This is an optimization exercise on Yosys and OpenROAD, whose aim is small area and a short achievable clock period, not a production implementation. Only simulation tests tie the RTL to the original design; equivalence was not proved.

// tgb_chan_trial
module tgb_chan_trial (
    input  wire               clk,
    input  wire               rst,         
    input  wire               scheme,      
    input  wire [3:0]         sps,         
    input  wire [7:0]         phase_inc,   
    input  wire [7:0]         sigma,       
    input  wire               start,       
    input  wire               s_valid,
    input  wire [1:0]         sym_i,       
    input  wire [1:0]         sym_q,       
    input  wire signed [9:0]  noise,       
    output reg                r_valid,
    output wire signed [25:0] r_stat_i,
    output wire signed [25:0] r_stat_q,
    output wire               r_dec_i,     
    output wire               r_dec_q,
    output wire [15:0]        r_errs
);
    reg        v0, st0, sch0;
    reg  [3:0] sps0;
    reg  [7:0] pinc0, sig0;
    reg  [1:0] si0, sq0;
    reg  [9:0] nz0;
    always @(posedge clk) begin
        v0    <= s_valid & ~rst;
        st0   <= start | rst;
        sch0  <= scheme;
        sps0  <= sps;
        pinc0 <= phase_inc;
        sig0  <= sigma;
        si0   <= sym_i;
        sq0   <= sym_q;
        nz0   <= noise;
    end
    reg  [7:0] phase;
    reg  [3:0] cnt;
    reg        ffirst;                     
    wire [7:0] ph    = st0 ? 8'd0 : phase;
    wire [3:0] ccnt  = st0 ? 4'd0 : cnt;
    wire       cff   = st0 | ffirst;
    wire       last  = (ccnt == sps0 - 4'd1);
    always @(posedge clk) begin
        if (v0) begin
            phase  <= ph + pinc0;
            cnt    <= last ? 4'd0 : ccnt + 4'd1;
            ffirst <= cff & ~last;
        end else begin
            phase  <= ph;
            cnt    <= ccnt;
            ffirst <= cff;
        end
    end
    wire [8:0] ma, mb;
    tgb_cos_rom u_rom (.k(ph[5:0]), .a(ma), .b(mb));
    wire [8:0] cmag = ph[6] ? mb : ma;
    wire [8:0] smag = ph[6] ? ma : mb;
    wire       cneg = ph[7] ^ ph[6];
    wire       sneg = ph[7];
  ...
Settings: LEC_CHECK=0, ABC_AREA=1, CAP_MARGIN=20, CORE_MARGIN=2, CORE_UTILIZATION=40, CTS_BUF_LIST=sky130_fd_sc_hd__clkbuf_8, SLEW_MARGIN=20, SYNTH_HIERARCHICAL=1; clock period 30.0 ns.
standard.sh (not shown) runs the stock make flow with config.mk's settings and CLKGATE_MAP_FILE= SYNTH_SCRIPT=/design/flow/synth_recipe.tcl, a recipe that flattens the netlist after the stock synthesis.
==> flow/flow/run.sh <==
#!/bin/bash
set -euo pipefail
cd "$(dirname "$0")/.."
bash standard.sh "BUFFER_PORTS_ARGS=-buffer_cell sky130_fd_sc_hd__buf_2" finish > standard_flow.log 2>&1
The first run finished clean.
==> next run, changes <==
- CTS_BUF_LIST: sky130_fd_sc_hd__clkbuf_8 -> sky130_fd_sc_hd__clkbuf_4
What happened:
- The new run passed the timing, design-rule and antenna checks
- non-clock buffer count stays the same
- worst setup slack loses 0.22 ns
- core utilization is about the same
- hold slack improved by 0.035 ns
- global-route usage is about the same
- via count rose by 1.5%
- design area is about the same
- die area is unchanged
- clock skew rises by 0.0086 ns
==> next run, changes <==
- CTS_BUF_LIST: sky130_fd_sc_hd__clkbuf_4 -> unset
Global-route usage drops by 0.21 points. Core utilization climbs by 0.22 points. Register-to-register slack is worse by 0.04 ns. Clock skew drops by 0.037 ns. Area after synthesis is unchanged.

---

job 1783:
tgb_chan_trial, a different RTL version from the one above (not shown whole).
For scale: roughly 210 flip-flops, about 110 I/O pins.
clock: 30.0 ns
lec_check: 0
abc_area: 1
cap_margin: 20
core_margin: 2
core_utilization: 60
slew_margin: 20
synth_hierarchical: 1
Scripts as last shown in full above: flow/flow/run.sh
Input-level comparison between job 7921 and job 1783:
- CORE_UTILIZATION changed from 60 to 40
- Job 7921: done, clean on timing, DRC and antenna
- Part of the cycle the worst path needs delta (job 7921 -> job 1783): insignificant
- From job 1783 to job 7921 the numbers moved as follows: fraction of area in multi-input gates shrank by 0.97 points, relative area of clock buffers and inverters in the final design grew by 0.21 points.
- Comparing job 7921 and job 1783, die area is lower on job 1783.
- The final reports for job 7921 and job 1783 show met2 wire length higher in the former.
> inputs changed (job 7921 -> job 318)
==> flow/flow/run.sh <==
#!/bin/bash
set -euo pipefail
cd "$(dirname "$0")/.."
bash standard.sh "BUFFER_PORTS_ARGS=-buffer_cell sky130_fd_sc_hd__buf_1" finish > standard_flow.log 2>&1
### Flow results
- Job 318 -> job 7921: cell count flat
- A startpoint of the most critical setup path of errs[15] is what job 318 shows, while errs[7] belongs to job 7921.
- As far as max-slew violation count goes, job 7921 and job 318 are indistinguishable; the numbers are identical.
- [job 318] highest clock frequency the design can meet rose about 0.44% relative to job 7921
- Job 318 vs. job 7921: wire length of the first global-routing pass lost about 1.1%.
Modified inputs, job 7215 compared to job 318
- a change of CORE_UTILIZATION from 40 to 60
Notes after the runs:
Between job 7215 and job 318, it is job 7215 whose core outline area is lower, by 16,000 µm².
Period utilization of job 7215 is on par with job 318.
Summary — detailed-route via count, job 7215 relative to job 318: higher, by 61.
In terms of proportion of cell area spent on the clock network, job 318 and job 7215 differ only marginally.
The clock period minus worst slack in job 7215 was lower than what job 318 gave.
From job 318 to job 7215 the numbers moved as follows: via density per instance has increased, post-placement cell area has decreased.

---

tgb_chan_trial, a different RTL version from the one above (not shown whole).
Size in the first run: roughly 2600 cells after synthesis, about 210 flip-flops, about 110 I/O pins, roughly 21000 sq um of cells after synthesis.
Design tgb_chan_trial, start of the top module:
module tgb_chan_trial (
    input  wire               clk,
    input  wire               rst,         
    input  wire               scheme,      
    input  wire [3:0]         sps,         
    input  wire [7:0]         phase_inc,   
    input  wire [7:0]         sigma,       
    input  wire               start,       
    input  wire               s_valid,
    input  wire [1:0]         sym_i,       
    input  wire [1:0]         sym_q,       
    input  wire signed [9:0]  noise,       
    output reg                r_valid,
    output wire signed [25:0] r_stat_i,
    output wire signed [25:0] r_stat_q,
    output wire               r_dec_i,     
    output wire               r_dec_q,
    output wire [15:0]        r_errs
);
clock: 30.0 ns
lec_check: 0
abc_area: 1
cap_margin: 20
core_margin: 2
core_utilization: 40
slew_margin: 20
==> flow/flow/run.sh <==
#!/bin/bash
set -euo pipefail
cd "$(dirname "$0")/.."
bash standard.sh "BUFFER_PORTS_ARGS=-buffer_cell sky130_fd_sc_hd__buf_2" finish > standard_flow.log 2>&1
Rerun with:
==> flow/run.sh (new file) <==
#!/bin/bash
# synth_recipe.tcl (not shown) runs the flow's synth.tcl, then flattens the netlist and writes it again
# the make line also repeats each setting of config.mk as NAME=value (left out here)
make -C /OpenROAD-flow-scripts/flow DESIGN_CONFIG=/design/flow/config.mk WORK_HOME=/design/flow/orfs CLKGATE_MAP_FILE= SYNTH_SCRIPT=/design/flow/synth_recipe.tcl finish
Settings changed: ABC_AREA 1 to unset.
removed: flow/flow/run.sh
removed: flow/standard.sh
Outcome:
- The changed run finished with timing, DRC and antenna clean
- worst setup slack degrades by 0.43 ns
- cell area went up by roughly a tenth
- clock skew goes down by 0.013 ns
- core utilization rose by 0.46 points
- flip-flop and latch count does not change
- critical path depth stays the same
- die area climbs by roughly a tenth
- cell count went up by a few percent
- fmax falls by a few percent
- via count came out higher by roughly a tenth
Rerun with:
==> flow/flow/run.sh (new file) <==
#!/bin/bash
set -euo pipefail
cd "$(dirname "$0")/.."
bash standard.sh "BUFFER_PORTS_ARGS=-buffer_cell sky130_fd_sc_hd__buf_2" "SETUP_SLACK_MARGIN=23.2" finish > standard_flow.log 2>&1
==> flow/standard.sh (new file) <==
#!/bin/bash
# synth_recipe.tcl (not shown) runs the flow's synth.tcl, then flattens the netlist and writes it again
# the make line also repeats each setting of config.mk as NAME=value (left out here)
make -C /OpenROAD-flow-scripts/flow DESIGN_CONFIG=/design/flow/config.mk WORK_HOME=/design/flow/orfs CLKGATE_MAP_FILE= SYNTH_SCRIPT=/design/flow/synth_recipe.tcl "${@:-finish}"
Settings changed: ABC_AREA set to 1.
removed: flow/run.sh
Outcome: Routed wire length came out lower by 7.4%. Via count goes down by 9.7%. Design area drops by 9.3%. Die area went down by 11%. Clock-buffer cell count decreases by 7.

-- afterwards: timing with drivers on the ports --
Ports are ideal in the flow. The routed layouts listed here were re-timed in OpenROAD.
Step 1 sets driving cells, clkbuf_16 on the clock port and buf_2 on the other inputs (assumed; they add their load-dependent delay and slew).
Step 2 also shifts input and output timing later by t, the mid clock arrival at the registers, as if the neighbouring blocks saw the same clock.
Slacks: ideal / step 1 / step 2; pairs: ideal / step 1.
run	t, ns	setup WS [ns]	worst setup path after step 2	clock arrival spread, ns	worst register clock-pin slew, ns
the first run of note 1	0.638	22.776 / 22.725 / 23.010	register to register	0.055 / 0.054	0.07 / 0.07
the second run of note 1	0.846	22.559 / 22.507 / 22.979	register to register	0.064 / 0.064	0.07 / 0.07
the third run of note 1	0.607	22.848 / 22.790 / 22.941	register to register	0.027 / 0.027	0.06 / 0.06
job 1783	0.602	22.878 / 22.826 / 23.276	register to register	0.029 / 0.028	0.07 / 0.07
job 7921	0.605	22.863 / 22.808 / 23.289	register to register	0.025 / 0.025	0.07 / 0.07
job 318	0.602	22.895 / 22.840 / 23.308	register to register	0.007 / 0.008	0.06 / 0.06
job 7215	0.603	22.899 / 22.843 / 23.303	register to register	0.021 / 0.020	0.06 / 0.06
the first run of note 3	0.611	22.805 / 22.749 / 23.359	register to output	0.035 / 0.035	0.07 / 0.07
the second run of note 3	0.631	22.378 / 22.318 / 22.676	register to register	0.023 / 0.023	0.06 / 0.06
the third run of note 3	0.611	22.857 / 22.799 / 23.410	register to output	0.026 / 0.027	0.07 / 0.07
After both steps every run listed still meets setup and hold.
